This is an optimization exercise on Yosys and OpenROAD, whose aim is small area, a short achievable clock period and few clock cycles per item, not a production implementation. The RTL was checked by simulation tests, not by an equivalence proof against the original design.

==> flow/design.v, too long to show whole: its modules and the start of the top module <==
// module cmix_mixer: 583 lines
// module mul16_cs36: 844 lines
// module mul16_rcs: 844 lines
module cmix_mixer (
    input  wire        clk,
    input  wire        reset,
    input  wire [63:0] cmd,
    input  wire        cmd_valid,
    output wire        cmd_ready,
    output wire [31:0] rsp,
    output reg         rsp_valid
);
  // ...
==> flow/run.sh <==
#!/bin/bash
# synth_recipe.tcl (not shown) runs the flow's synth.tcl, then flattens the netlist and writes it again
# the make line also repeats each setting of config.mk as NAME=value (left out here)
make -C /OpenROAD-flow-scripts/flow DESIGN_CONFIG=/design/flow/config.mk WORK_HOME=/design/flow/orfs CLKGATE_MAP_FILE= SYNTH_SCRIPT=/design/flow/synth_recipe.tcl finish
==> flow/config.mk <==
export PLATFORM = sky130hd
export DESIGN_NAME = cmix_mixer
export DESIGN_NICKNAME = cmix_mixer
export VERILOG_FILES = /design/flow/design.v
export SDC_FILE = /design/flow/constraint.sdc
export NUM_CORES = 4
export LEC_CHECK = 0
export CAP_MARGIN = 50
export CORE_MARGIN = 2
export CORE_UTILIZATION = 40
export PLACE_DENSITY = 0.6
export SETUP_SLACK_MARGIN = 5
export SLEW_MARGIN = 70
==> flow/constraint.sdc <==
create_clock -name core_clock -period 17.0 [get_ports {clk}]
set_input_delay 3.4000 -clock core_clock [delete_from_list [all_inputs] [get_ports {clk}]]
set_output_delay 3.4000 -clock core_clock [all_outputs]
set_load 0.01 [all_outputs]
==> results.json, run 1 <==
{
  "slowest_stage": "sky130_fd_sc_hd__dfxtp_4",
  "wl_met3_mm": 103,
  "final_common_cell": "sky130_fd_sc_hd__inv_1",
  "post_cts_resized": 0,
  "final_instance_area_sq_um": 383000,
  "min_delay_path_depth": 0,
  "finalNetCount": 36500,
  "placed_cells_incl_taps": 41400,
  "post_layout_nonfiller_instances": 42600,
  "final_cell_mix": "sky130_fd_sc_hd__inv_1, sky130_fd_sc_hd__fa_1, sky130_fd_sc_hd__edfxtp_1",
  "detailedRoute.firstPassIterationCount": 8,
  "htree_num_levels": 6,
  "die-width_um": 917,
  "muxShareOfSynthArea_pct": 2.45,
  "synth-adder-area-share_pct": 29.0,
  "worst_hold_path.endpoint": "tk_val[4][0]",
  "synth-simple-area-share_pct": 11.8,
  "post_place_worst_slack_ns": 10.48,
  "run_status": "finished clean",
  "cts_tree": "yes",
  "overflow": 0,
  "cell_family_contributing_the_most_delay_on_the_critical_path": "compound AO/OA/AOI/OAI gates",
  "seq-cell-share_pct": 34.9,
  "syn-instance-count": 29900,
  "timing.critical_path.to": "racc[1][32]",
  "synth-edff-count": 3205,
  "dr.max_layer_used": "met5",
  "die_height_um": 917,
  "synth_area_sq_um": 333000,
  "slew_headroom_pct": 63.6,
  "crit_path_max_incr_delay_ns": 0.57,
  "fraction_of_area_in_multi_input_gates_pct": 49.0,
  "rsz0062_at_grt": "false",
  "worstSkewPairLatency_ns": 1.17,
  "fin_crit_ns": 6.53,
  "critical_path.cell_chain": "buf_4, buf_6, nor2b_1, fa_1, ha_1, ha_1, fa_1, a21o_1, a21oi_1, o21bai_1, a41oi_1, o21ai_1, a2111oi_2, o31a_1, o31ai_1, o41a_1, a311o_1, o21ai_0, a21oi_1",
  "cp-start-kind": "flip-flop",
  "post_drt_wl_per_cell_um": 26.6,
  "yosysMostFrequentCell": "sky130_fd_sc_hd__inv_1",
  "layout.area.top_class": "multi-input combinational cells",
  "die-area_sq_um": 841000,
  "clock_sink_count": 5047,
  "ys_dominant_reg_cell": "sky130_fd_sc_hd__edfxtp_1"
}
Testbench counts, summed over its fixed seeds: cycles 62,488, bits 2,400.
==> module cmix_mixer, before the edit <==
module cmix_mixer (
    input  wire        clk,
    input  wire        reset,
    input  wire [63:0] cmd,
    input  wire        cmd_valid,
    output wire        cmd_ready,
    output wire [31:0] rsp,
    output reg         rsp_valid
);
    function [20:0] sq_tab(input [4:0] i);
        case (i)
            5'd0:  sq_tab = {12'd1,    9'd1};
            5'd1:  sq_tab = {12'd2,    9'd1};
            5'd2:  sq_tab = {12'd3,    9'd3};
            5'd3:  sq_tab = {12'd6,    9'd4};
            5'd4:  sq_tab = {12'd10,   9'd6};
            5'd5:  sq_tab = {12'd16,   9'd11};
            5'd6:  sq_tab = {12'd27,   9'd18};
            5'd7:  sq_tab = {12'd45,   9'd28};
            5'd8:  sq_tab = {12'd73,   9'd47};
            5'd9:  sq_tab = {12'd120,  9'd74};
            5'd10: sq_tab = {12'd194,  9'd116};
            5'd11: sq_tab = {12'd310,  9'd178};
            5'd12: sq_tab = {12'd488,  9'd259};
            5'd13: sq_tab = {12'd747,  9'd354};
            5'd14: sq_tab = {12'd1101, 9'd445};
            5'd15: sq_tab = {12'd1546, 9'd501};
            5'd16: sq_tab = {12'd2047, 9'd502};
            5'd17: sq_tab = {12'd2549, 9'd445};
            5'd18: sq_tab = {12'd2994, 9'd354};
            5'd19: sq_tab = {12'd3348, 9'd259};
            5'd20: sq_tab = {12'd3607, 9'd178};
            5'd21: sq_tab = {12'd3785, 9'd116};
            5'd22: sq_tab = {12'd3901, 9'd74};
            5'd23: sq_tab = {12'd3975, 9'd47};
            5'd24: sq_tab = {12'd4022, 9'd28};
            5'd25: sq_tab = {12'd4050, 9'd18};
            5'd26: sq_tab = {12'd4068, 9'd11};
            5'd27: sq_tab = {12'd4079, 9'd6};
            5'd28: sq_tab = {12'd4085, 9'd4};
            5'd29: sq_tab = {12'd4089, 9'd3};
            5'd30: sq_tab = {12'd4092, 9'd1};
            default: sq_tab = {12'd4093, 9'd1};
        endcase
    endfunction
    function [29:0] sq_pre(input [17:0] q);
        sq_pre = {q[17], q[16], sq_tab({~q[11], q[10:7]}), q[6:0]};
    endfunction
    function [11:0] sq_post(input [29:0] p);
        reg [39:0] r0, r1, r2, r3, r4, r5, r6, r7;
        reg [79:0] t1, t2, t3, t4, t5, t6;
        reg [39:0] m;
        begin
            r0 = p[0] ? {31'd0, p[15:7]}       : 40'd0;
            r1 = p[1] ? {30'd0, p[15:7], 1'd0} : 40'd0;
            r2 = p[2] ? {29'd0, p[15:7], 2'd0} : 40'd0;
            r3 = p[3] ? {28'd0, p[15:7], 3'd0} : 40'd0;
            r4 = p[4] ? {27'd0, p[15:7], 4'd0} : 40'd0;
            r5 = p[5] ? {26'd0, p[15:7], 5'd0} : 40'd0;
            r6 = p[6] ? {25'd0, p[15:7], 6'd0} : 40'd0;
            r7 = {21'd0, p[27:16], 7'd64};
            t1 = csa40(r0, r1, r2);
            t2 = csa40(r3, r4, r5);
            t3 = csa40(r6, r7, t1[39:0]);
            t4 = csa40(t1[79:40], t2[39:0], t2[79:40]);
            t5 = csa40(t3[39:0], t3[79:40], t4[39:0]);
            t6 = csa40(t5[39:0], t5[79:40], t4[79:40]);
            m  = ks40(t6[39:0], t6[79:40]);
            if (p[29])
                sq_post = 12'd4095;
            else if (p[28])
                sq_post = 12'd0;
            else
                sq_post = m[18:7];
        end
    endfunction
    function [39:0] ks40(input [39:0] a, input [39:0] b);
        reg [39:0] g, p, x;
        integer i, d;
        begin
            g = a & b;
            p = a ^ b;
            x = p;
            for (d = 1; d < 40; d = d * 2)
                for (i = 39; i >= d; i = i - 1) begin
                    g[i] = g[i] | (p[i] & g[i-d]);
                    p[i] = p[i] & p[i-d];
                end
            ks40 = x ^ {g[38:0], 1'b0};
        end
    endfunction
    function [79:0] csa40(input [39:0] a, input [39:0] b, input [39:0] c);
        csa40 = {((a & b) | (a & c) | (b & c)) << 1, a ^ b ^ c};
    endfunction
    function signed [15:0] sat16_17(input signed [16:0] v);
        if (v[16] != v[15])
            sat16_17 = v[16] ? 16'sh8000 : 16'sh7fff;
        else
            sat16_17 = v[15:0];
    endfunction
    localparam integer CW = 6 + 16 + 24;
    wire [7:0]    i_op = cmd[63:56];
    wire [CW-1:0] i_f  = {i_op == 8'h01, i_op == 8'h40, i_op == 8'h42,
                          i_op == 8'h43, i_op == 8'h44, i_op == 8'h50,
                          cmd[39:24], cmd[23:0]};
    reg          s_v;
    reg [CW-1:0] s_f;
    reg          e_v;
    reg [CW-1:0] e_f;
    wire        e_sety = e_f[45];
    wire        e_add  = e_f[44];
    wire        e_set  = e_f[43];
    wire        e_p    = e_f[42];
    wire        e_upd  = e_f[41];
    wire        e_sq   = e_f[40];
    wire [15:0] e_pp   = e_f[39:24];
    wire [23:0] e_c    = e_f[23:0];
    reg rst_r;
    reg rsp_v_r;
    assign cmd_ready = !s_v && !rst_r;
    always @(*) rsp_valid = rsp_v_r && !rst_r;
    reg         y;
    reg  [11:0] res;
    reg   [4:0] nx;
    reg   [3:0] base4;           
    reg   [2:0] ncxt;
    reg   [2:0] cxt [0:5];
    reg  [11:0] pr  [0:5];
    reg         nx2f;            
    reg  [11:0] base2;
    reg  signed [15:0] wx2 [0:5];
    reg  signed [15:0] tx2 [0:5];
    reg [127:0] wcol [0:15];
    reg  [15:0] tcol [0:15];
    reg  [15:0] vflag;           
    reg         ph1_rot, ph1_inpl, ph1_dot, ph1_first, ph1_even;
    reg   [1:0] ph1_src;         
    reg         ph1_pend;        
    reg   [2:0] ph1_j;           
    reg  [15:0] ph1_t;
    reg         ph2_rot, ph2_inpl, ph2_dot, ph2_first, ph2_even;
    reg   [1:0] ph2_src;
    reg  [15:0] ph2_t;
    reg   [3:0] head;
    reg         tr_active;
    reg   [4:0] tr_n;
    reg   [2:0] tr_ncxt;
    reg   [2:0] tr_j;
    reg   [2:0] maxocc;
    reg   [2:0] occ [0:5];
    reg   [2:0] occ_p [0:5];     
    reg   [2:0] maxocc_p;        
    reg         set_last;        
    reg         set_last2;       
    reg  signed [15:0] la_r [0:5];
    reg  signed [15:0] lb_r [0:5];
    reg         [31:0] lrow0 [0:5];   
    reg         [31:0] lrow1 [0:5];
    reg         [15:0] stepv_r [0:7];  
    reg         da_v, da_first, da_even, db_v, db_even;
    reg         ph1_mask, ph2_mask, da_mask, db_mask;
    reg         part;            
    reg         [35:0] dps [0:7];      
    reg         [35:0] dpc [0:7];
    reg          [7:0] dneg_r;
    reg  signed [35:0] racc  [0:7];
    reg          [7:0] wflag;
    reg         [17:0] dp8   [0:7];   
    reg                dc_v;
    reg         pf1, pf2, pf3, pf4, pf5, pf6, pf7, pf8;
    reg         pf4b;            
    reg         pf8b;            
    reg  [23:0] q0, q1, q2;
    reg         p_tr;
    reg   [2:0] p_ncxt;
    reg  [29:0] psel_r [0:5];    
    reg  [15:0] ptx2_r [0:5];    
    reg  signed [25:0] z;
    reg         [29:0] zbp, zop;
    reg   [7:0] tk_v, tk_p;
    reg         t1_sq;
    reg  [29:0] t1_q;
    reg  [11:0] tk_val [2:8];
    reg   [8:2] tk_sq;
    integer s, v, k;
    reg  [15:0] lr_n    [0:5];
    reg  [15:0] stepv_n [0:7];
    always @(*) begin
        for (s = 0; s < 6; s = s + 1)
            lr_n[s] = ks40({8'd0, lrow0[s]}, {8'd0, lrow1[s]}) >> 16;
        for (v = 0; v < 8; v = v + 1) begin
            stepv_n[v] = 16'd0;
            for (s = 0; s < 6; s = s + 1)
                if (pf2 ? (s == v) : (ph1_pend && s < tr_ncxt && cxt[s] == v && occ[s] == ph1_j))
                    stepv_n[v] = stepv_n[v] | lr_n[s];
        end
    end
    wire p_busy    = pf1 | pf2 | pf3 | pf4 | pf5 | pf6 | pf7 | pf8;
    wire aligned   = (head == nx[3:0]);
    wire head_pend = tr_active && ({1'b0, head} < tr_n);
    wire last_sub  = (tr_j == maxocc);
    wire need_idle = e_v && (e_p || e_upd || e_set);
    wire want_add  = e_v && e_add && !nx[4] && aligned && !pf1;
    wire want_pad  = e_v && e_p && aligned && !tr_active && (nx[2:0] != 3'd0);
    wire auto_rot  = !aligned || (tr_active && need_idle);
    wire rot_req   = want_add || want_pad || auto_rot;
    wire inplace   = rot_req && head_pend && !last_sub;
    wire rot       = rot_req && !inplace;
    wire add_go    = want_add && !inplace;
    wire pad_go    = want_pad && !inplace;
    wire p_go   = e_v && e_p && aligned && !tr_active && (nx[2:0] == 3'd0) &&
                  !ph1_dot && !ph2_dot && !da_v && !db_v && !dc_v && !p_busy;
    wire upd_go = e_v && e_upd && aligned && !tr_active && !pf1 && !set_last && !set_last2;
    wire set_go = e_v && e_set && !tr_active;
    wire e_done = e_v && ((e_add && (nx[4] || add_go)) || p_go || upd_go || set_go ||
                          !(e_add || e_p || e_upd || e_set));
    wire e_free = !e_v || e_done;
    wire ynext = (e_v && e_sety) ? e_c[0] : y;
    reg  signed [15:0] err_n [0:5];
    wire signed [13:0] e2v  = $signed({1'b0, ynext, 12'd0}) - $signed({2'b00, base2});
    wire        [15:0] e2x3 = {{2{e2v[13]}}, e2v} + {{1{e2v[13]}}, e2v, 1'b0};
    wire        [15:0] e2r  = e2x3 + {15'd0, e2x3[15]};
    wire signed [15:0] err2_n = {e2r[15], e2r[15:1]};
    always @(*) begin
        for (s = 0; s < 6; s = s + 1)
            err_n[s] = ({2'b00, ynext, 12'd0} - {3'd0, pr[s]}) * 16'sd7;
    end
    reg [15:0] t_next;
    always @(*) begin
        case ({1'b0, ph2_rot} + {1'b0, ph1_rot} + {1'b0, rot})
            2'd0:    t_next = tcol[0];
            2'd1:    t_next = tcol[1];
            2'd2:    t_next = tcol[2];
            default: t_next = tcol[3];
        endcase
    end
    reg signed [15:0] wx2_n [0:5];
    always @(*) begin
        for (s = 0; s < 6; s = s + 1)
            wx2_n[s] = p_tr ? sat16_17(ks40({{24{wx2[s][15]}}, wx2[s]},
                                            {{24{stepv_r[s][15]}}, stepv_r[s]}))
                            : wx2[s];
    end
    reg  [15:0] win   [0:7];
    reg [127:0] wtr;
    reg  [16:0] wsum;
    always @(*) begin
        for (v = 0; v < 8; v = v + 1) begin
            win[v] = vflag[0] ? 16'd512 : wcol[0][16*v +: 16];
            wsum   = ks40({{24{win[v][15]}}, win[v]}, {{24{stepv_r[v][15]}}, stepv_r[v]});
            wtr[16*v +: 16] = sat16_17(wsum);
        end
    end
    wire signed [15:0] t15 = tcol[15];
    reg  signed [35:0] dbase [0:7];
    reg  signed [35:0] dnext [0:7];
    reg         [79:0] acs1, acs2;
    reg         [39:0] dsum;
    always @(*) begin
        for (v = 0; v < 8; v = v + 1) begin
            dbase[v] = {racc[v][35:8], db_mask ? 8'd0 : racc[v][7:0]};
            acs1 = csa40({4'd0, dbase[v]}, {4'd0, dps[v]}, {4'd0, dpc[v]});
            acs2 = csa40(acs1[39:0], acs1[79:40],
                         (!db_even && wflag[v] && dneg_r[v]) ? 40'h0F00000000 : 40'd0);
            dsum     = ks40(acs2[39:0], acs2[79:40]);
            dnext[v] = dsum[35:0];
        end
    end
    reg  signed [27:0] dpa;
    reg  signed [31:0] dp9;
    reg         [39:0] dp9x;
    reg  signed [22:0] dpv;
    reg         [17:0] dp8_n [0:7];
    always @(*) begin
        for (v = 0; v < 8; v = v + 1) begin
            dpa = racc[v][35:8];
            dp9x = ks40({{12{dpa[27]}}, dpa}, {{9{dpa[27]}}, dpa, 3'd0});
            dpv = dp9x[31:9];
            dp8_n[v][17]   = !dpv[22] && ((|dpv[21:11]) || (&dpv[10:0]));
            dp8_n[v][16]   = dpv[22] && (!(&dpv[21:11]) || (dpv[10:1] == 10'd0));
            dp8_n[v][15:0] = (!dpv[22] && (|dpv[21:15])) ? 16'h7fff :
                             (dpv[22] && !(&dpv[21:15])) ? 16'h8000 : dpv[15:0];
        end
    end
    wire [11:0] u0 = sq_post(pf8 ? zbp : psel_r[0]);
    wire [11:0] u1 = sq_post(pf8b ? zop : psel_r[1]);
    wire [11:0] u2 = sq_post(psel_r[2]);
    wire [11:0] u3 = sq_post(psel_r[3]);
    wire [11:0] u4 = sq_post(psel_r[4]);
    wire [11:0] u5 = sq_post(psel_r[5]);
    wire [11:0] usq = sq_post(t1_q);
    function [31:0] add4(input [31:0] a, input [31:0] b, input [31:0] c, input [31:0] d);
        reg [79:0] t1, t2;
        reg [39:0] m;
        begin
            t1 = csa40({8'd0, a}, {8'd0, b}, {8'd0, c});
            t2 = csa40(t1[39:0], t1[79:40], {8'd0, d});
            m  = ks40(t2[39:0], t2[79:40]);
            add4 = m[31:0];
        end
    endfunction
    wire [31:0] q0_n = add4(dps[0][31:0], dpc[0][31:0], dps[1][31:0], dpc[1][31:0]);
    wire [31:0] q1_n = add4(dps[2][31:0], dpc[2][31:0], dps[3][31:0], dpc[3][31:0]);
    wire [31:0] q2_n = add4(dps[4][31:0], dpc[4][31:0], dps[5][31:0], dpc[5][31:0]);
    wire [31:0] zsum32 = add4({{8{q0[23]}}, q0}, {{8{q1[23]}}, q1}, {{8{q2[23]}}, q2}, 32'd0);
    wire signed [25:0] zsum = zsum32[25:0];
    wire [31:0] z15  = add4({{2{z[25]}}, z, 4'd0}, ~{{6{z[25]}}, z}, 32'd1, 32'd0);
    wire [18:0] zb   = z15[31:13];
    wire [16:0] zo   = z[25:9];
    wire [17:0] zbq_n = {!zb[18] && ((|zb[17:11]) || (&zb[10:0])),
                         zb[18] && (!(&zb[17:11]) || (zb[10:1] == 10'd0)), zb[15:0]};
    wire [17:0] zoq_n = {!zo[16] && ((|zo[15:11]) || (&zo[10:0])),
                         zo[16] && (!(&zo[15:11]) || (zo[10:1] == 10'd0)), zo[15:0]};
    wire [17:0] e_q = {!e_c[23] && ((|e_c[22:11]) || (&e_c[10:0])),
                       e_c[23] && (!(&e_c[22:11]) || (e_c[10:1] == 10'd0)), e_c[15:0]};
    reg [2:0] occ_n [0:5];
    reg [2:0] maxocc_n;
    always @(*) begin
        maxocc_n = 3'd0;
        for (s = 0; s < 6; s = s + 1) begin
            occ_n[s] = 3'd0;
            for (k = 0; k < 6; k = k + 1)
                if (k < s && cxt[k] == cxt[s])
                    occ_n[s] = occ_n[s] + 3'd1;
            if (s < ncxt && occ_p[s] > maxocc_n)
                maxocc_n = occ_p[s];
        end
    end
    wire [3:0] set_idx  = {1'b0, base4[2:0]} + {1'b0, e_c[2:0]};
    wire       set_ok   = (ncxt != 3'd6) && !base4[3] && !(|e_c[23:3]) && !set_idx[3];
    wire [4:0] base_sum = {1'b0, base4} + {1'b0, e_pp[3:0]};
    wire [3:0] base_new = ((|e_pp[15:3]) || base_sum[4] || base_sum[3]) ? 4'd8 : base_sum[3:0];
    wire [31:0] lr0_n [0:5];
    wire [31:0] lr1_n [0:5];
    wire [35:0] dps_n [0:7];
    wire [35:0] dpc_n [0:7];
    wire [15:0] dma   [0:7];
    wire [15:0] dmb   [0:7];
    genvar g;
    generate
        for (g = 0; g < 6; g = g + 1) begin : g_lane
            mul16_rcs u_mul (.a(la_r[g]), .b(lb_r[g]), .r0(lr0_n[g]), .r1(lr1_n[g]));
        end
        for (g = 0; g < 8; g = g + 1) begin : g_dot
            if (g < 6) begin : g_l2
                assign dma[g] = pf4 ? tx2[g] : tcol[15];
                assign dmb[g] = pf4b ? wx2[g] : wcol[15][16*g +: 16];
            end else begin : g_l1
                assign dma[g] = tcol[15];
                assign dmb[g] = wcol[15][16*g +: 16];
            end
            mul16_cs36 u_mul (.a(dma[g]), .b(dmb[g]), .r0(dps_n[g]), .r1(dpc_n[g]));
        end
    endgenerate
    always @(posedge clk) begin
        if (s_v) begin
            if (e_free) e_f <= s_f;
        end else if (cmd_valid && cmd_ready) begin
            if (e_free) e_f <= i_f;
            else        s_f <= i_f;
        end
        ph1_pend  <= head_pend;
        ph1_j     <= tr_j;
        ph1_src   <= add_go ? 2'd1 : (pad_go ? 2'd2 : 2'd0);
        ph1_t     <= e_pp;
        ph1_first <= (nx == 5'd0);
        ph1_even  <= !nx[0];
        ph2_src   <= ph1_src;
        ph2_t     <= ph1_t;
        ph2_first <= ph1_first;
        ph2_even  <= ph1_even;
        if (ph2_rot) begin
            for (k = 0; k < 15; k = k + 1) begin
                wcol[k] <= wcol[k+1];
                tcol[k] <= tcol[k+1];
            end
            wcol[15] <= wtr;
            tcol[15] <= (ph2_src == 2'd1) ? ph2_t : (ph2_src == 2'd2) ? 16'd0 : tcol[0];
        end else if (ph2_inpl) begin
            wcol[0] <= wtr;
        end
        for (s = 0; s < 6; s = s + 1) begin
            lrow0[s] <= lr0_n[s];
            lrow1[s] <= lr1_n[s];
            if (p_go)
                la_r[s] <= tx2[s];
            else
                la_r[s] <= t_next;
            if (p_go)
                lb_r[s] <= err2_n;
            else if (!tr_active)
                lb_r[s] <= err_n[s];
        end
        for (v = 0; v < 8; v = v + 1)
            stepv_r[v] <= stepv_n[v];
        da_first <= ph2_first;
        da_even  <= ph2_even;
        ph1_mask <= !nx[0] && part && (nx != 5'd0);
        ph2_mask <= ph1_mask;
        da_mask  <= ph2_mask;
        db_mask  <= da_mask;
        db_even  <= da_even;
        for (v = 0; v < 8; v = v + 1) begin
            dps[v]    <= dps_n[v];
            dpc[v]    <= dpc_n[v];
            dneg_r[v] <= (t15 == 16'sh8000) && (wcol[15][16*v +: 16] == 16'h8000);
            dp8[v]    <= dp8_n[v];
        end
        if (db_v) begin
            for (v = 0; v < 8; v = v + 1)
                racc[v] <= db_even ? dnext[v] : {dnext[v][35:8], 8'd0};
            wflag <= dneg_r;
        end else if (da_v && da_first) begin
            for (v = 0; v < 8; v = v + 1)
                racc[v] <= 36'sd0;
        end
        if (p_go) begin
            p_tr   <= nx2f;
            p_ncxt <= ncxt;
            for (s = 0; s < 6; s = s + 1) begin
                psel_r[s] <= sq_pre((nx == 5'd0) ? 18'd0 : dp8[cxt[s]]);
                ptx2_r[s] <= (nx == 5'd0 || s >= ncxt) ? 16'd0 : dp8[cxt[s]][15:0];
            end
        end
        pf4b <= pf3;
        pf8b <= pf7;
        q0 <= q0_n[31:8];
        q1 <= q1_n[31:8];
        q2 <= q2_n[31:8];
        z  <= zsum;
        zbp <= sq_pre(zbq_n);
        zop <= sq_pre(zoq_n);
        for (s = 0; s < 6; s = s + 1)
            occ_p[s] <= occ_n[s];
        maxocc_p <= maxocc_n;
        if (upd_go) begin
            for (s = 0; s < 6; s = s + 1)
                occ[s] <= occ_p[s];
            maxocc  <= maxocc_p;
            tr_n    <= nx;
            tr_ncxt <= ncxt;
        end
        tk_p   <= {tk_p[6:0], e_p};
        t1_sq  <= e_sq;
        t1_q   <= sq_pre(e_q);
        tk_sq[2] <= t1_sq;
        tk_val[2] <= usq;
        for (k = 3; k <= 8; k = k + 1) begin
            tk_sq[k]  <= tk_sq[k-1];
            tk_val[k] <= tk_val[k-1];
        end
        rst_r <= reset;
        if (rst_r) begin
            s_v       <= 1'b0;
            e_v       <= 1'b0;
            y         <= 1'b0;
            res       <= 12'd0;
            nx        <= 5'd0;
            base4     <= 4'd0;
            ncxt      <= 3'd0;
            nx2f      <= 1'b0;
            base2     <= 12'd0;
            vflag     <= 16'hffff;
            head      <= 4'd0;
            ph1_rot   <= 1'b0;
            ph1_inpl  <= 1'b0;
            ph1_dot   <= 1'b0;
            ph2_rot   <= 1'b0;
            ph2_inpl  <= 1'b0;
            ph2_dot   <= 1'b0;
            tr_active <= 1'b0;
            tr_j      <= 3'd0;
            da_v      <= 1'b0;
            db_v      <= 1'b0;
            dc_v      <= 1'b0;
            set_last  <= 1'b0;
            set_last2 <= 1'b0;
            part      <= 1'b0;
            pf1       <= 1'b0;
            pf2       <= 1'b0;
            pf3       <= 1'b0;
            pf4       <= 1'b0;
            pf5       <= 1'b0;
            pf6       <= 1'b0;
            pf7       <= 1'b0;
            pf8       <= 1'b0;
            tk_v      <= 8'd0;
            rsp_v_r <= 1'b0;
            for (s = 0; s < 6; s = s + 1) begin
                wx2[s] <= 16'sh7fff;
                pr[s]  <= 12'd0;
                cxt[s] <= 3'd0;
            end
        end else begin
            if (s_v) begin
                if (e_free) begin
                    s_v <= 1'b0;
                    e_v <= 1'b1;
                end
            end else if (cmd_valid && cmd_ready) begin
                if (e_free) e_v <= 1'b1;
                else        s_v <= 1'b1;
            end else if (e_done) begin
                e_v <= 1'b0;
            end
            tk_v      <= {tk_v[6:0], e_done};
            rsp_v_r <= tk_v[7];
            if (tk_v[7]) begin
                if (tk_p[7])
                    res <= u1;
                else if (tk_sq[8])
                    res <= tk_val[8];
            end
            ph1_rot  <= rot;
            ph1_inpl <= inplace;
            ph1_dot  <= add_go;
            ph2_rot  <= ph1_rot;
            ph2_inpl <= ph1_inpl;
            ph2_dot  <= ph1_dot;
            if (rot) begin
                head <= head + 4'd1;
                tr_j <= 3'd0;
                if (head_pend && {1'b0, head} == tr_n - 5'd1)
                    tr_active <= 1'b0;
            end else if (inplace) begin
                tr_j <= tr_j + 3'd1;
            end
            if (add_go || pad_go)
                nx <= nx + 5'd1;
            if (add_go)
                part <= !nx[0];
            if (ph2_rot)
                vflag <= {1'b0, vflag[15:1]};
            else if (ph2_inpl)
                vflag[0] <= 1'b0;
            da_v <= ph2_dot;
            db_v <= da_v;
            dc_v <= db_v;
            if (e_v && e_sety)
                y <= e_c[0];
            set_last  <= set_go;
            set_last2 <= set_last;
            if (set_go && set_ok) begin
                cxt[ncxt] <= set_idx[2:0];
                ncxt      <= ncxt + 3'd1;
                base4     <= base_new;
            end
            if (upd_go) begin
                if (ncxt != 3'd0 && nx != 5'd0)
                    tr_active <= 1'b1;
                nx    <= 5'd0;
                base4 <= 4'd0;
                ncxt  <= 3'd0;
            end
            pf1 <= p_go;
            pf2 <= pf1;
            pf3 <= pf2;
            pf4 <= pf3;
            pf5 <= pf4;
            pf6 <= pf5;
            pf7 <= pf6;
            pf8 <= pf7;
            if (p_go)
                nx2f <= 1'b1;
            if (pf1) begin
                for (s = 0; s < 6; s = s + 1)
                    tx2[s] <= ptx2_r[s];
                if (p_ncxt > 3'd0) pr[0] <= u0;
                if (p_ncxt > 3'd1) pr[1] <= u1;
                if (p_ncxt > 3'd2) pr[2] <= u2;
                if (p_ncxt > 3'd3) pr[3] <= u3;
                if (p_ncxt > 3'd4) pr[4] <= u4;
                if (p_ncxt > 3'd5) pr[5] <= u5;
            end
            if (pf3)
                for (s = 0; s < 6; s = s + 1)
                    wx2[s] <= wx2_n[s];
            if (pf8)
                base2 <= u0;
        end
    end
    assign rsp = {20'd0, res};
endmodule
==> inputs of run 2 (changes only) <==
--- a/flow/design.v
+++ b/flow/design.v
@@ -119,3 +119,3 @@
     reg rsp_v_r;
-    assign cmd_ready = !s_v && !rst_r;
+    assign cmd_ready = !s_v && !rst_r && !initing;
     always @(*) rsp_valid = rsp_v_r && !rst_r;
@@ -134,3 +134,4 @@
     reg  [15:0] tcol [0:15];
-    reg  [15:0] vflag;           
+    reg         initing;         
+    reg   [3:0] icnt;
     reg         ph1_rot, ph1_inpl, ph1_dot, ph1_first, ph1_even;
@@ -160,4 +161,4 @@
     reg         da_v, da_first, da_even, db_v, db_even;
-    reg         ph1_mask, ph2_mask, da_mask, db_mask;
     reg         part;            
+    reg         p_part;
     reg         [35:0] dps [0:7];      
@@ -170,4 +171,3 @@
     reg         pf1, pf2, pf3, pf4, pf5, pf6, pf7, pf8;
-    reg         pf4b;            
-    reg         pf8b;            
+    reg         pf4b, pf3b, pf4c, pf4d;  
     reg  [23:0] q0, q1, q2;
@@ -178,2 +178,3 @@
     reg  signed [25:0] z;
+    reg         [31:0] z15r;
     reg         [29:0] zbp, zop;
@@ -248,3 +249,3 @@
         for (v = 0; v < 8; v = v + 1) begin
-            win[v] = vflag[0] ? 16'd512 : wcol[0][16*v +: 16];
+            win[v] = wcol[0][16*v +: 16];
             wsum   = ks40({{24{win[v][15]}}, win[v]}, {{24{stepv_r[v][15]}}, stepv_r[v]});
@@ -260,3 +261,3 @@
         for (v = 0; v < 8; v = v + 1) begin
-            dbase[v] = {racc[v][35:8], db_mask ? 8'd0 : racc[v][7:0]};
+            dbase[v] = racc[v];
             acs1 = csa40({4'd0, dbase[v]}, {4'd0, dps[v]}, {4'd0, dpc[v]});
@@ -284,4 +285,6 @@
     end
-    wire [11:0] u0 = sq_post(pf8 ? zbp : psel_r[0]);
-    wire [11:0] u1 = sq_post(pf8b ? zop : psel_r[1]);
+    wire [11:0] u0 = sq_post(psel_r[0]);
+    wire [11:0] u1 = sq_post(psel_r[1]);
+    wire [11:0] uzb = sq_post(zbp);
+    wire [11:0] uzo = sq_post(zop);
     wire [11:0] u2 = sq_post(psel_r[2]);
@@ -306,4 +309,16 @@
     wire signed [25:0] zsum = zsum32[25:0];
-    wire [31:0] z15  = add4({{2{z[25]}}, z, 4'd0}, ~{{6{z[25]}}, z}, 32'd1, 32'd0);
-    wire [18:0] zb   = z15[31:13];
+    function [31:0] z15f(input [23:0] a, input [23:0] b, input [23:0] c);
+        reg [79:0] t1, t2, t3, t4, t5;
+        reg [39:0] m;
+        begin
+            t1 = csa40({{12{a[23]}}, a, 4'd0}, {{12{b[23]}}, b, 4'd0}, {{12{c[23]}}, c, 4'd0});
+            t2 = csa40(~{{16{a[23]}}, a}, ~{{16{b[23]}}, b}, ~{{16{c[23]}}, c});
+            t3 = csa40(t1[39:0], t1[79:40], t2[39:0]);
+            t4 = csa40(t3[39:0], t3[79:40], t2[79:40]);
+            t5 = csa40(t4[39:0], t4[79:40], 40'd3);
+            m  = ks40(t5[39:0], t5[79:40]);
+            z15f = m[31:0];
+        end
+    endfunction
+    wire [18:0] zb   = z15r[31:13];
     wire [16:0] zo   = z[25:9];
@@ -345,4 +360,4 @@
             if (g < 6) begin : g_l2
-                assign dma[g] = pf4 ? tx2[g] : tcol[15];
-                assign dmb[g] = pf4b ? wx2[g] : wcol[15][16*g +: 16];
+                assign dma[g] = (g < 3 ? pf4  : pf4c) ? tx2[g] : tcol[15];
+                assign dmb[g] = (g < 3 ? pf4b : pf4d) ? wx2[g] : wcol[15][16*g +: 16];
             end else begin : g_l1
@@ -371,3 +386,3 @@
         ph2_even  <= ph1_even;
-        if (ph2_rot) begin
+        if (ph2_rot || initing) begin
             for (k = 0; k < 15; k = k + 1) begin
@@ -376,3 +391,3 @@
             end
-            wcol[15] <= wtr;
+            wcol[15] <= initing ? {8{16'd512}} : wtr;
             tcol[15] <= (ph2_src == 2'd1) ? ph2_t : (ph2_src == 2'd2) ? 16'd0 : tcol[0];
@@ -397,6 +412,2 @@
         da_even  <= ph2_even;
-        ph1_mask <= !nx[0] && part && (nx != 5'd0);
-        ph2_mask <= ph1_mask;
-        da_mask  <= ph2_mask;
-        db_mask  <= da_mask;
         db_even  <= da_even;
@@ -415,2 +426,5 @@
                 racc[v] <= 36'sd0;
+        end else if (pf1 && p_part) begin
+            for (v = 0; v < 8; v = v + 1)
+                racc[v] <= {racc[v][35:8], 8'd0};
         end
@@ -425,3 +439,4 @@
         pf4b <= pf3;
-        pf8b <= pf7;
+        pf3b <= pf2;
+        pf4d <= pf3b;
         q0 <= q0_n[31:8];
@@ -430,2 +445,3 @@
         z  <= zsum;
+        z15r <= z15f(q0, q1, q2);
         zbp <= sq_pre(zbq_n);
@@ -462,3 +478,4 @@
             base2     <= 12'd0;
-            vflag     <= 16'hffff;
+            initing   <= 1'b1;
+            icnt      <= 4'd0;
             head      <= 4'd0;
@@ -486,2 +503,3 @@
             pf8       <= 1'b0;
+            pf4c      <= 1'b0;
             tk_v      <= 8'd0;
@@ -509,3 +527,3 @@
                 if (tk_p[7])
-                    res <= u1;
+                    res <= uzo;
                 else if (tk_sq[8])
@@ -531,6 +549,7 @@
                 part <= !nx[0];
-            if (ph2_rot)
-                vflag <= {1'b0, vflag[15:1]};
-            else if (ph2_inpl)
-                vflag[0] <= 1'b0;
+            if (initing) begin
+                icnt <= icnt + 4'd1;
+                if (icnt == 4'd15)
+                    initing <= 1'b0;
+            end
             da_v <= ph2_dot;
@@ -562,4 +581,8 @@
             pf8 <= pf7;
-            if (p_go)
-                nx2f <= 1'b1;
+            pf4c <= pf3b;
+            if (p_go) begin
+                nx2f   <= 1'b1;
+                part   <= 1'b0;
+                p_part <= part;
+            end
             if (pf1) begin
@@ -578,3 +601,3 @@
             if (pf8)
-                base2 <= u0;
+                base2 <= uzb;
         end
==> results.json, run 2 <==
{
  "fmaxAchievable_ghz": 0.157,
  "cp-start-kind": "flip-flop",
  "yosysMostFrequentCell": "sky130_fd_sc_hd__inv_1",
  "hp-class": "flip-flop to flip-flop",
  "fin_worst_skew_ns": 0.127,
  "layout.area.seq_sq_um": 133000,
  "critical_path_peak_fanout": 21,
  "slew_headroom_pct": 61.8,
  "pin_count_of_the_biggest_net_entering_global_routing": 70,
  "final_common_cell": "sky130_fd_sc_hd__inv_1",
  "synth_common_cells": "sky130_fd_sc_hd__inv_1, sky130_fd_sc_hd__fa_1, sky130_fd_sc_hd__edfxtp_1, sky130_fd_sc_hd__nor2_1, sky130_fd_sc_hd__nand2_1",
  "wl_met1_mm": 461,
  "ys_seq_elements": 5045,
  "vias_per_cell": 5.39,
  "overflow": 0,
  "detailed_route_drc_error_count": 0,
  "tritoncts.num_buffers": 567,
  "post_drt_wl_per_cell_um": 26.4,
  "dr_wl_met2_mm": 502,
  "ys_types": 117,
  "grt.total_usage_pct": 26.6,
  "fp.coreArea_sq_um": 842000,
  "post_cts_hold_buffer_count": 0,
  "timing_hold_violations_final": 0,
  "yosys-top-cells-area": "sky130_fd_sc_hd__edfxtp_1, sky130_fd_sc_hd__fa_1, sky130_fd_sc_hd__dfxtp_1, sky130_fd_sc_hd__ha_1, sky130_fd_sc_hd__inv_1",
  "first_global_vias": 241000,
  "ys_dominant_reg_cell": "sky130_fd_sc_hd__edfxtp_1",
  "rsz0062_at_grt": "false",
  "crit_path_end_kind": "primary output",
  "ios": 101,
  "dr.max_layer_used": "met5",
  "syn-instance-count": 30600,
  "final_min_period_over_clock_period_pct": 37.5,
  "count_of_port_buffers_added_during_placement": 64,
  "worstSkewPairLatency_ns": 1.20,
  "finalNetCount": 37300,
  "fin_crit_ns": 6.37,
  "clock_sink_count": 5045,
  "placement.cell_area_sq_um": 366000,
  "die-width_um": 923,
  "post_layout_nonfiller_instances": 43600,
  "clock_slew_seen_by_the_registers_of_the_worst_setup_and_hold_paths_ns": 0.06,
  "synth.top_cell.area_share_pct": 28.5,
  "final_max_slew_viols": 0,
  "die_height_um": 923,
  "tightest_slew_ns": 0.572,
  "placed_cells_incl_taps": 42100,
  "grt_antenna_before_repair": 188,
  "drt_iter0_markers": 21100,
  "areaGrowthSynthToFinish_pct": 14.9,
  "setup_total_neg_slack_ns": 0,
  "wl_met3_mm": 98.8,
  "post_cts.repair.setup_buffers": 0,
  "synth-warning-count": 57,
  "layout-drive-gt1-share_pct": 11.9,
  "grt_pass1_wl_mm": 1660,
  "cap_viol_max_count": 0,
  "floorplan.initialDensity_pct": 40.1,
  "cts_root_buffer": "sky130_fd_sc_hd__clkbuf_16",
  "clock_tree.buffer_depth": 4,
  "post_cts_resized": 0,
  "ys_seq_area_share_pct": 39.4,
  "die-area_sq_um": 852000,
  "largest_register_ffs": 2048,
  "reg_with_most_ffs": "wcol",
  "avgSynthCellArea_sq_um": 11.1,
  "std_cell_rows": 337,
  "critPathArrivalTime_ns": 2.97,
  "final_cell_mix": "sky130_fd_sc_hd__inv_1, sky130_fd_sc_hd__fa_1, sky130_fd_sc_hd__edfxtp_1",
  "critical_path_required_ns": 13.60,
  "synthArstFlopShare_pct": 0,
  "gp_congestion": 1.01,
  "cts_tree": "yes",
  "detailedRoute.firstPassIterationCount": 9,
  "fill_cells": 76600,
  "htree_num_levels": 6,
  "synth_area_sq_um": 338000,
  "drt-total-wl_mm": 1150,
  "setup_violations": 0,
  "synth-edff-count": 3206,
  "final_instance_area_sq_um": 388000,
  "synth_largest_area_cell": "sky130_fd_sc_hd__edfxtp_1",
  "top_regs": "wcol x2048, racc x288, tcol x256",
  "drt.antenna.violating_nets": 0,
  "dp.final_hpwl_mm": 911,
  "timing_worst_setup_path_type": "flip-flop to primary output",
  "vias_after_detailed_routing": 235000,
  "multi_input_area_sq_um": 192000,
  "run_status": "finished clean"
}
-- run 2: cell types whose count changed after synthesis, sizes merged, moves of 52 or more --
cell	previous run	this run
fa	3584	3713
inv	3945	4185
nor2b	401	230
mux2i	284	232
nand2	1918	2130
mux2	308	149
ha	1966	2024
o22ai	103	164
nor2	2530	2622
and2	1778	1948
-- run 2: worst paths after layout --
| check | from | endpoint | slack [ns] | depth (start not counted) |
|---|---|---|---|---|
| worst max-delay path | initing | cmd_ready | 10.63 | 4 |
| worst max register to register | psel_r[2][5] | pr[2][11] | 10.94 | 22 |
| worst min register to register | ph2_even | da_even | 0.30 | 0 |
| worst min-delay path | ph2_even | da_even | 0.30 | 0 |
-- run 2: layer usage --
layer / vias up / GRT usage (%)
li1: 104000 / -
met2: 9302 / 40.5
met4: 66 / 16.6
met5: - / 0
met1: 119000 / 34.3
met3: 2429 / 6.34
-- run 2: critical path, stage by stage, from the launching register on --
cell and delay (ns):
sky130_fd_sc_hd__dfxtp_4 0.43, sky130_fd_sc_hd__buf_6 0.25, sky130_fd_sc_hd__nor3_1 0.23, sky130_fd_sc_hd__buf_4 0.20, sky130_fd_sc_hd__clkdlybuf4s50_1 0.68
-- run 2: metrics by stage --
stage | hold WS, ns | setup WS (ns) | util, %
4_1_cts | 0.317 | 10.51 | 45.8
5_1_grt | 0.317 | 10.53 | 46.1
3_5_place_dp | 0.312 | 11.00 | 43.5
2_1_floorplan | 0.310 | 2.01 | -
3_3_place_gp | 0.311 | 10.86 | 42.1
6_report | 0.305 | 10.63 | 46.1
-- run 2: kinds of logic after synthesis --
logic type,Yosys count,share of synthesized area [%]
other,1,0.00111
adders and majority gates,5802,29.7
xor gates and xnor gates,1053,2.73
muxes,471,1.78
buffers and inverters,5257,5.87
AOI/OAI and AO/OA,4447,8.50
DFF,5045,39.4
and+or+nand+nor,8488,12.1
-- run 2: area by class of cell --
cell class	count	area share, %
Antenna cell	425	0.274
Clock buffer	709	3.93
Clock inverter	339	1.09
Inverter	4194	4.07
Multi-Input combinational cell	20300	49.4
Sequential cell	5045	34.4
Tap cell	11200	3.61
Timing Repair Buffer	1386	3.24
Testbench counts of run 2, summed over its fixed seeds: cycles 62,616, bits 2,400.
==> inputs of run 3 (changes only) <==
--- a/flow/design.v
+++ b/flow/design.v
@@ -76,2 +76,37 @@
     endfunction
+    function [28:0] sq_posta(input [29:0] p);
+        reg [39:0] r0, r1, r2, r3, r4, r5, r6, r7;
+        reg [79:0] t1, t2, t3, t4, t5, t6;
+        reg  [7:0] lo;
+        begin
+            r0 = p[0] ? {31'd0, p[15:7]}       : 40'd0;
+            r1 = p[1] ? {30'd0, p[15:7], 1'd0} : 40'd0;
+            r2 = p[2] ? {29'd0, p[15:7], 2'd0} : 40'd0;
+            r3 = p[3] ? {28'd0, p[15:7], 3'd0} : 40'd0;
+            r4 = p[4] ? {27'd0, p[15:7], 4'd0} : 40'd0;
+            r5 = p[5] ? {26'd0, p[15:7], 5'd0} : 40'd0;
+            r6 = p[6] ? {25'd0, p[15:7], 6'd0} : 40'd0;
+            r7 = {21'd0, p[27:16], 7'd64};
+            t1 = csa40(r0, r1, r2);
+            t2 = csa40(r3, r4, r5);
+            t3 = csa40(r6, r7, t1[39:0]);
+            t4 = csa40(t1[79:40], t2[39:0], t2[79:40]);
+            t5 = csa40(t3[39:0], t3[79:40], t4[39:0]);
+            t6 = csa40(t5[39:0], t5[79:40], t4[79:40]);
+            lo = {1'b0, t6[6:0]} + {1'b0, t6[46:40]};
+            sq_posta = {p[29], p[28], t6[19:7], t6[59:47], lo[7]};
+        end
+    endfunction
+    function [11:0] sq_postb(input [28:0] q);
+        reg [12:0] m;
+        begin
+            m = q[26:14] + q[13:1] + {12'd0, q[0]};
+            if (q[28])
+                sq_postb = 12'd4095;
+            else if (q[27])
+                sq_postb = 12'd0;
+            else
+                sq_postb = m[11:0];
+        end
+    endfunction
     function [39:0] ks40(input [39:0] a, input [39:0] b);
@@ -170,4 +205,8 @@
     reg                dc_v;
-    reg         pf1, pf2, pf3, pf4, pf5, pf6, pf7, pf8;
-    reg         pf4b, pf3b, pf4c, pf4d;  
+    reg         pf1, pf2, pf3, pf4, pf5, pf6, pf7, pf8, pf9, pf10;
+    reg  [16:0] zo_r;
+    reg  [28:0] zba, zoa;
+    reg         pf4b, pf3b, pf4c, pf4d;
+    reg         pf2b, pf3c, pf3d, pf4e, pf4f, pf4g, pf4h;
+    wire  [7:0] pf4x = {pf4h, pf4g, pf4f, pf4e, pf4d, pf4c, pf4b, pf4};
     reg  [23:0] q0, q1, q2;
@@ -180,7 +219,7 @@
     reg         [29:0] zbp, zop;
-    reg   [7:0] tk_v, tk_p;
+    reg   [9:0] tk_v, tk_p;
     reg         t1_sq;
     reg  [29:0] t1_q;
-    reg  [11:0] tk_val [2:8];
-    reg   [8:2] tk_sq;
+    reg  [11:0] tk_val [2:10];
+    reg  [10:2] tk_sq;
     integer s, v, k;
@@ -198,3 +237,3 @@
     end
-    wire p_busy    = pf1 | pf2 | pf3 | pf4 | pf5 | pf6 | pf7 | pf8;
+    wire p_busy    = pf1 | pf2 | pf3 | pf4 | pf5 | pf6 | pf7 | pf8 | pf9 | pf10;
     wire aligned   = (head == nx[3:0]);
@@ -213,3 +252,3 @@
                   !ph1_dot && !ph2_dot && !da_v && !db_v && !dc_v && !p_busy;
-    wire upd_go = e_v && e_upd && aligned && !tr_active && !pf1 && !set_last && !set_last2;
+    wire upd_go = e_v && e_upd && aligned && !tr_active && !pf1 && !pf2 && !set_last && !set_last2;
     wire set_go = e_v && e_set && !tr_active;
@@ -285,10 +324,4 @@
     end
-    wire [11:0] u0 = sq_post(psel_r[0]);
-    wire [11:0] u1 = sq_post(psel_r[1]);
-    wire [11:0] uzb = sq_post(zbp);
-    wire [11:0] uzo = sq_post(zop);
-    wire [11:0] u2 = sq_post(psel_r[2]);
-    wire [11:0] u3 = sq_post(psel_r[3]);
-    wire [11:0] u4 = sq_post(psel_r[4]);
-    wire [11:0] u5 = sq_post(psel_r[5]);
+    wire [11:0] uzb = sq_postb(zba);
+    wire [11:0] uzo = sq_postb(zoa);
     wire [11:0] usq = sq_post(t1_q);
@@ -323,3 +356,3 @@
     wire [18:0] zb   = z15r[31:13];
-    wire [16:0] zo   = z[25:9];
+    wire [16:0] zo   = zo_r;
     wire [17:0] zbq_n = {!zb[18] && ((|zb[17:11]) || (&zb[10:0])),
@@ -360,4 +393,4 @@
             if (g < 6) begin : g_l2
-                assign dma[g] = (g < 3 ? pf4  : pf4c) ? tx2[g] : tcol[15];
-                assign dmb[g] = (g < 3 ? pf4b : pf4d) ? wx2[g] : wcol[15][16*g +: 16];
+                assign dma[g] = pf4x[(g < 4) ? 2*g : 2*g - 7] ? tx2[g] : tcol[15];
+                assign dmb[g] = pf4x[(g < 2) ? 2*g + 5 : 2*g - 4] ? wx2[g] : wcol[15][16*g +: 16];
             end else begin : g_l1
@@ -430,2 +463,5 @@
         end
+        if (pf1)
+            for (s = 0; s < 6; s = s + 1)
+                psel_r[s] <= {1'b0, sq_posta(psel_r[s])};
         if (p_go) begin
@@ -441,2 +477,6 @@
         pf4d <= pf3b;
+        pf2b <= pf1;
+        pf3d <= pf2b;
+        pf4f <= pf3c;
+        pf4h <= pf3d;
         q0 <= q0_n[31:8];
@@ -445,3 +485,6 @@
         z  <= zsum;
-        z15r <= z15f(q0, q1, q2);
+        z15r <= {{2{z[25]}}, z, 4'd0} - {{6{z[25]}}, z};
+        zo_r <= z[25:9];
+        zba  <= sq_posta(zbp);
+        zoa  <= sq_posta(zop);
         zbp <= sq_pre(zbq_n);
@@ -458,3 +501,3 @@
         end
-        tk_p   <= {tk_p[6:0], e_p};
+        tk_p   <= {tk_p[8:0], e_p};
         t1_sq  <= e_sq;
@@ -463,3 +506,3 @@
         tk_val[2] <= usq;
-        for (k = 3; k <= 8; k = k + 1) begin
+        for (k = 3; k <= 10; k = k + 1) begin
             tk_sq[k]  <= tk_sq[k-1];
@@ -503,4 +546,9 @@
             pf8       <= 1'b0;
+            pf9       <= 1'b0;
+            pf10      <= 1'b0;
             pf4c      <= 1'b0;
-            tk_v      <= 8'd0;
+            pf3c      <= 1'b0;
+            pf4e      <= 1'b0;
+            pf4g      <= 1'b0;
+            tk_v      <= 10'd0;
             rsp_v_r <= 1'b0;
@@ -523,9 +571,9 @@
             end
-            tk_v      <= {tk_v[6:0], e_done};
-            rsp_v_r <= tk_v[7];
-            if (tk_v[7]) begin
-                if (tk_p[7])
+            tk_v      <= {tk_v[8:0], e_done};
+            rsp_v_r <= tk_v[9];
+            if (tk_v[9]) begin
+                if (tk_p[9])
                     res <= uzo;
-                else if (tk_sq[8])
-                    res <= tk_val[8];
+                else if (tk_sq[10])
+                    res <= tk_val[10];
             end
@@ -581,3 +629,8 @@
             pf8 <= pf7;
+            pf9 <= pf8;
+            pf10 <= pf9;
             pf4c <= pf3b;
+            pf3c <= pf2b;
+            pf4e <= pf3c;
+            pf4g <= pf3d;
             if (p_go) begin
@@ -590,9 +643,7 @@
                     tx2[s] <= ptx2_r[s];
-                if (p_ncxt > 3'd0) pr[0] <= u0;
-                if (p_ncxt > 3'd1) pr[1] <= u1;
-                if (p_ncxt > 3'd2) pr[2] <= u2;
-                if (p_ncxt > 3'd3) pr[3] <= u3;
-                if (p_ncxt > 3'd4) pr[4] <= u4;
-                if (p_ncxt > 3'd5) pr[5] <= u5;
             end
+            if (pf2)
+                for (s = 0; s < 6; s = s + 1)
+                    if (s < p_ncxt)
+                        pr[s] <= sq_postb(psel_r[s][28:0]);
             if (pf3)
@@ -600,3 +651,3 @@
                     wx2[s] <= wx2_n[s];
-            if (pf8)
+            if (pf10)
                 base2 <= uzb;
==> results.json, run 3 <==
{
  "finalNetCount": 37600,
  "largest_register_ffs": 2048,
  "syn-instance-count": 31000,
  "drt_iter0_markers": 23200,
  "drt-total-wl_mm": 1150,
  "rsz0062_at_grt": "false",
  "post_cts_resized": 0,
  "setup_total_neg_slack_ns": 0,
  "synth_common_cells": "sky130_fd_sc_hd__inv_1, sky130_fd_sc_hd__fa_1, sky130_fd_sc_hd__edfxtp_1, sky130_fd_sc_hd__nor2_1, sky130_fd_sc_hd__nand2_1",
  "synth-adder-area-share_pct": 28.9,
  "die_height_um": 929,
  "multi_input_area_sq_um": 194000,
  "hold_path_startpoint": "tk_val[9][3]",
  "critical_path_required_ns": 13.60,
  "tightest_slew_ns": 0.564,
  "vias_after_detailed_routing": 240000,
  "ys_seq_elements": 5161,
  "tritoncts.num_buffers": 591,
  "reg_with_most_ffs": "wcol",
  "ys_seq_area_share_pct": 39.5,
  "synth_largest_area_cell": "sky130_fd_sc_hd__edfxtp_1",
  "die-area_sq_um": 864000,
  "cap_viol_max_count": 0,
  "placed_cells_incl_taps": 42500,
  "timing.critical_path.to": "rsp_valid",
  "synth.top_cell.area_share_pct": 28.1,
  "crit_path_end_kind": "primary output",
  "areaGrowthSynthToFinish_pct": 14.9,
  "slew_headroom_pct": 62.0,
  "final_min_period_over_clock_period_pct": 39.3,
  "run_status": "finished clean",
  "yosys-top-cells-area": "sky130_fd_sc_hd__edfxtp_1, sky130_fd_sc_hd__fa_1, sky130_fd_sc_hd__dfxtp_1, sky130_fd_sc_hd__ha_1, sky130_fd_sc_hd__inv_1",
  "dp.final_hpwl_mm": 898,
  "fill_cells": 77900,
  "synth-edff-count": 3206,
  "fp.coreArea_sq_um": 853000,
  "finalCoreUtilization_pct": 46.2,
  "cp-start-kind": "flip-flop",
  "pin_count_of_the_biggest_net_entering_global_routing": 64,
  "critical_path_peak_fanout": 26,
  "die-width_um": 929,
  "synth-simple-area-share_pct": 12.0,
  "std_cell_rows": 339,
  "drt.antenna.violating_nets": 0,
  "flop2flop_setup_slack_ns": 11.69,
  "timing.rr.end": "dpc[4][17]",
  "layout.area.seq_sq_um": 136000,
  "ys_types": 111,
  "timing_hold_violations_final": 0,
  "synthArstFlopShare_pct": 0,
  "synth_area_in_compound_gates_pct": 8.97,
  "yosysMostFrequentCell": "sky130_fd_sc_hd__inv_1",
  "clock_sink_count": 5161,
  "detailedRoute.firstPassIterationCount": 13,
  "vias_per_cell": 5.46,
  "cts_tree": "yes",
  "avgSynthCellArea_sq_um": 11.0,
  "ios": 101,
  "layout-drive-gt1-share_pct": 12.0,
  "gp_congestion": 1.04,
  "muxShareOfSynthArea_pct": 2.06,
  "worstSkewPairLatency_ns": 1.18,
  "final_cell_mix": "sky130_fd_sc_hd__inv_1, sky130_fd_sc_hd__fa_1, sky130_fd_sc_hd__edfxtp_1",
  "htree_num_levels": 6,
  "cts_root_buffer": "sky130_fd_sc_hd__clkbuf_16",
  "clock_tree.buffer_depth": 4,
  "detailed_route_drc_error_count": 0,
  "post_cts_hold_buffer_count": 0,
  "timing.rr.start": "tcol[15][8]",
  "setup_violations": 0,
  "floorplan.initialDensity_pct": 40.2,
  "post_drt_wl_per_cell_um": 26.2,
  "final_common_cell": "sky130_fd_sc_hd__inv_1",
  "grt_antenna_before_repair": 198,
  "timing_worst_setup_path_type": "flip-flop to primary output",
  "post_layout_nonfiller_instances": 43900,
  "worst_setup_path_startpoint": "rst_r",
  "largest_family_of_logic_cells_by_synthesized_area": "adder cells",
  "fin_crit_ns": 6.68,
  "top_regs": "wcol x2048, racc x288, tcol x256",
  "worst_r2r_path_depth": 16,
  "fmaxAchievable_ghz": 0.150,
  "grt.total_usage_pct": 26.2,
  "yosys.area_share.xor_xnor_pct": 2.63,
  "count_of_port_buffers_added_during_placement": 64,
  "overflow": 0,
  "critPathArrivalTime_ns": 3.28,
  "grt_pass1_wl_mm": 1670,
  "ys_dominant_reg_cell": "sky130_fd_sc_hd__edfxtp_1",
  "synth-warning-count": 57,
  "hp-class": "flip-flop to flip-flop",
  "synth_area_sq_um": 342000,
  "fin_worst_skew_ns": 0.0950,
  "clock_slew_seen_by_the_registers_of_the_worst_setup_and_hold_paths_ns": 0.06,
  "post_cts.repair.setup_buffers": 0,
  "final_max_slew_viols": 0,
  "first_global_vias": 243000
}
==> run 3: changes by cell type after synthesis, sizes merged, moves of 47 or more <==
cell / before / now
o21ai: 1008 / 1116
clkbuf: 943 / 1003
ha: 2024 / 1975
nor2: 2622 / 2549
dfxtp: 1839 / 1955
a21oi: 1297 / 1187
o221ai: 49 / 96
a31oi: 116 / 168
and2: 1948 / 2019
a211oi: 111 / 163
mux2i: 232 / 331
mux2: 149 / 207
==> run 3: how the worst min path moves through the flow <==
stage,end,slack (ns),cells after the start
after floorplan,da_even,0.31,0
after global routing,tk_val[10][4],0.28,0
after global placement,tk_val[3][8],0.31,0
after CTS,tk_val[10][0],0.27,0
final,tk_val[10][3],0.28,0
after detailed placement,tk_val[4][10],0.31,0
==> run 3: area by class of cell <==
| cell class | count | area share [%] |
|---|---|---|
| inverter | 4148 | 3.97 |
| timing repair buffer | 1411 | 3.28 |
| clock inverter | 327 | 1.12 |
| sequential | 5161 | 34.5 |
| antenna | 255 | 0.162 |
| multi-input combinational | 20600 | 49.3 |
| clock buffer | 771 | 4.12 |
| tap | 11300 | 3.58 |
==> run 3: logic make-up after synthesis <==
group | Yosys count
multiplexers | 600
other | 1
AND/OR/NAND/NOR | 8515
buffers and inverters | 5285
adder cells (fa/ha/maj) | 5724
XOR/XNOR | 1029
flip-flops | 5161
AO/OA/AOI/OAI | 4722
==> run 3: routing by layer <==
layer  vias up  GRT usage (%)  wire length, um
li1     106000              -                -
met1    122000           34.9           475000
met2      9886           38.5           487000
met3      2418           7.83           114000
met4        96           14.1            74400
met5         -          0.302              988
==> run 3: worst max-delay path, stage by stage (launching register included) <==
cell,delay [ns]
sky130_fd_sc_hd__dfxtp_4,0.37
sky130_fd_sc_hd__buf_16,0.17
sky130_fd_sc_hd__buf_8,0.17
sky130_fd_sc_hd__buf_12,0.16
sky130_fd_sc_hd__buf_4,0.21
sky130_fd_sc_hd__nor2b_2,0.36
sky130_fd_sc_hd__clkdlybuf4s50_1,0.62
==> run 3: metrics by stage <==
step	hold WS, ns	worst slack (ns)	instance area [sq um]
4_1_cts	0.270	10.23	391000
2_1_floorplan	0.310	6.69	343000
6_report	0.280	10.32	393000
5_1_grt	0.278	10.25	393000
3_3_place_gp	0.312	10.51	359000
3_5_place_dp	0.312	11.48	371000
Testbench counts of run 3, summed over its fixed seeds: cycles 62,632, bits 2,400.
==> inputs of run 4 (changes only) <==
--- a/flow/config.mk
+++ b/flow/config.mk
@@ -9,4 +9,4 @@
 export CORE_MARGIN = 2
-export CORE_UTILIZATION = 40
-export PLACE_DENSITY = 0.6
+export CORE_UTILIZATION = 50
+export PLACE_DENSITY = 0.65
 export SETUP_SLACK_MARGIN = 5
==> results.json, run 4 <==
{
  "critical_path_required_ns": 13.60,
  "count_of_port_buffers_added_during_placement": 64,
  "timing.rr.end": "tk_val[2][11]",
  "vias_per_cell": 5.82,
  "die-area_sq_um": 692000,
  "cts_root_buffer": "sky130_fd_sc_hd__clkbuf_16",
  "cts_tree": "yes",
  "gp_congestion": 1.05,
  "grt_antenna_before_repair": 200,
  "setup_total_neg_slack_ns": 0,
  "final_max_slew_viols": 0,
  "fin_crit_ns": 6.05,
  "setup_violations": 0,
  "critical_path_peak_fanout": 7,
  "drt-total-wl_mm": 1140,
  "drt.antenna.violating_nets": 0,
  "timing_worst_setup_path_type": "flip-flop to primary output",
  "vias_after_detailed_routing": 242000,
  "synth_area_sq_um": 342000,
  "ys_seq_area_share_pct": 39.5,
  "areaGrowthSynthToFinish_pct": 13.8,
  "clock_slew_seen_by_the_registers_of_the_worst_setup_and_hold_paths_ns": 0.06,
  "timing_hold_violations_final": 0,
  "synth_largest_area_cell": "sky130_fd_sc_hd__edfxtp_1",
  "final_common_cell": "sky130_fd_sc_hd__inv_1",
  "tightest_slew_ns": 0.539,
  "slew_headroom_pct": 64.1,
  "synthArstFlopShare_pct": 0,
  "cp-start-kind": "flip-flop",
  "top_regs": "wcol x2048, racc x288, tcol x256",
  "crit_path_end_kind": "primary output",
  "finalNetCount": 37600,
  "grt_pass1_wl_mm": 1660,
  "ys_seq_elements": 5161,
  "std_cell_rows": 303,
  "yosysMostFrequentCell": "sky130_fd_sc_hd__inv_1",
  "critPathArrivalTime_ns": 2.65,
  "hp-class": "flip-flop to flip-flop",
  "overflow": 0,
  "rsz0062_at_grt": "false",
  "fin_worst_hold_slack_ns": 0.291,
  "tritoncts.num_buffers": 573,
  "die-width_um": 832,
  "detailed_route_drc_error_count": 0,
  "first_global_vias": 243000,
  "ys_dominant_reg_cell": "sky130_fd_sc_hd__edfxtp_1",
  "worst_hold_path.endpoint": "tk_val[4][5]",
  "synth.top_cell.area_share_pct": 28.1,
  "timing.rr.start": "t1_q[5]",
  "worst_r2r_path_depth": 21,
  "fp.coreArea_sq_um": 682000,
  "detailedRoute.firstPassIterationCount": 9,
  "cap_viol_max_count": 0,
  "syn-instance-count": 31000,
  "htree_num_levels": 6,
  "run_status": "finished clean",
  "ios": 101,
  "worstSkewPairLatency_ns": 1.15,
  "yosys-top-cells-area": "sky130_fd_sc_hd__edfxtp_1, sky130_fd_sc_hd__fa_1, sky130_fd_sc_hd__dfxtp_1, sky130_fd_sc_hd__ha_1, sky130_fd_sc_hd__inv_1",
  "largest_register_ffs": 2048,
  "post_cts_hold_buffer_count": 0,
  "post_cts_resized": 0,
  "die_height_um": 832,
  "dp.final_hpwl_mm": 888,
  "reg_with_most_ffs": "wcol",
  "fmaxAchievable_ghz": 0.165,
  "pin_count_of_the_biggest_net_entering_global_routing": 89,
  "drt_iter0_markers": 24000,
  "clock_sink_count": 5161,
  "grt.total_usage_pct": 32.7,
  "min_delay_path_depth": 0,
  "ys_types": 111,
  "synth-warning-count": 57,
  "synth_common_cells": "sky130_fd_sc_hd__inv_1, sky130_fd_sc_hd__fa_1, sky130_fd_sc_hd__edfxtp_1, sky130_fd_sc_hd__nor2_1, sky130_fd_sc_hd__nand2_1",
  "final_cell_mix": "sky130_fd_sc_hd__inv_1, sky130_fd_sc_hd__fa_1, sky130_fd_sc_hd__edfxtp_1",
  "layout-drive-gt1-share_pct": 12.0,
  "clock_tree.buffer_depth": 4,
  "flop2flop_setup_slack_ns": 11.79,
  "post_drt_wl_per_cell_um": 27.5,
  "final_min_period_over_clock_period_pct": 35.6,
  "synth-edff-count": 3206,
  "avgSynthCellArea_sq_um": 11.0,
  "fin_worst_skew_ns": 0.0743,
  "post_cts.repair.setup_buffers": 0,
  "floorplan.initialDensity_pct": 50.2,
  "hold_path_startpoint": "tk_val[3][5]"
}
==> run 4: kinds of logic (layout without fill, tap and decap cells) <==
group | after synthesis | after routing | share of synthesized area [%]
adders and majority gates | 5724 | 5724 | 28.9
AOI/OAI and AO/OA | 4722 | 4722 | 8.97
other | 1 | 193 | 0.00110
DFF | 5161 | 5161 | 39.5
buffers and inverters | 5285 | 6608 | 5.83
xor gates and xnor gates | 1029 | 1029 | 2.63
muxes | 600 | 600 | 2.06
and+or+nand+nor | 8515 | 8515 | 12.0
==> run 4: area by class of cell <==
cell class / instances / area [sq um]
Fill cell: 56700 / 292000
Multi-Input combinational cell: 20600 / 194000
Sequential cell: 5161 / 136000
Clock buffer: 740 / 15900
Inverter: 4148 / 15600
Timing Repair Buffer: 1401 / 12700
Tap cell: 8997 / 11300
Clock inverter: 319 / 4020
Antenna cell: 173 / 433
==> run 4: worst max path at each step <==
stage | to | depth (start not counted) | from
2_1_floorplan | tcol[0][0] | 4 | ph2_rot
3_3_place_gp | dpc[2][17] | 13 | pf4
3_5_place_dp | tk_val[2][11] | 21 | t1_q[5]
4_1_cts | rsp_valid | 3 | rst_r
5_1_grt | rsp_valid | 3 | rst_r
6_report | rsp_valid | 3 | rst_r
==> run 4: routing by layer <==
metal | wire length, um | vias up | global-route usage, %
met5 | 1270 | - | 0.703
met4 | 81900 | 112 | 19.2
met3 | 124000 | 2723 | 9.82
met2 | 482000 | 11000 | 47.5
met1 | 454000 | 123000 | 43.4
li1 | - | 105000 | -
==> run 4: through the flow <==
| step | std cells | instance area, sq um | setup slack [ns] | util (%) |
|---|---|---|---|---|
| after detailed placement | 40300 | 368000 | 11.74 | 53.9 |
| after global routing | 41500 | 389000 | 10.92 | 57.1 |
| final | 41500 | 390000 | 10.95 | 57.2 |
| after CTS | 41300 | 388000 | 10.86 | 56.9 |
| after global placement | 39600 | 356000 | 11.24 | 52.2 |
| after floorplan | 31100 | 343000 | 6.69 | - |
==> run 4: critical path: stages, from the launching register on <==
cell and delay, ns:
sky130_fd_sc_hd__dfxtp_4 0.41, sky130_fd_sc_hd__buf_16 0.19, sky130_fd_sc_hd__nor2b_2 0.30, sky130_fd_sc_hd__clkdlybuf4s50_1 0.60

## port drivers added, routing unchanged
In the flow no input, the clock included, has a driving cell. The finished layouts below were timed again as built, in two steps. Step 1 sets driving cells, clkbuf_16 on the clock port and buf_2 on the other inputs (assumed; they add their load-dependent delay and slew). Step 2, shift: input delay + t, output delay - t, t = (earliest + latest rising clock arrival at the registers) / 2. This alone moves slack from input paths to output paths. Three values: ideal, step 1, step 2; two values: the first two.
| run | shift t [ns] | setup WS [ns] | worst setup path at the end | latest minus earliest clock arrival (ns) | worst register clock-pin slew, ns |
|---|---|---|---|---|---|
| run 1 | 1.256 | 10.467 / 10.467 / 10.467 | register to register | 0.130 / 0.129 | 0.07 / 0.07 |
| run 2 | 1.280 | 10.627 / 10.469 / 10.938 | register to register | 0.148 / 0.148 | 0.08 / 0.08 |
| run 3 | 1.307 | 10.321 / 10.158 / 11.465 | register to output | 0.118 / 0.118 | 0.07 / 0.07 |
| run 4 | 1.248 | 10.949 / 10.805 / 11.789 | register to register | 0.087 / 0.088 | 0.08 / 0.08 |
After both steps every run listed still meets setup and hold.
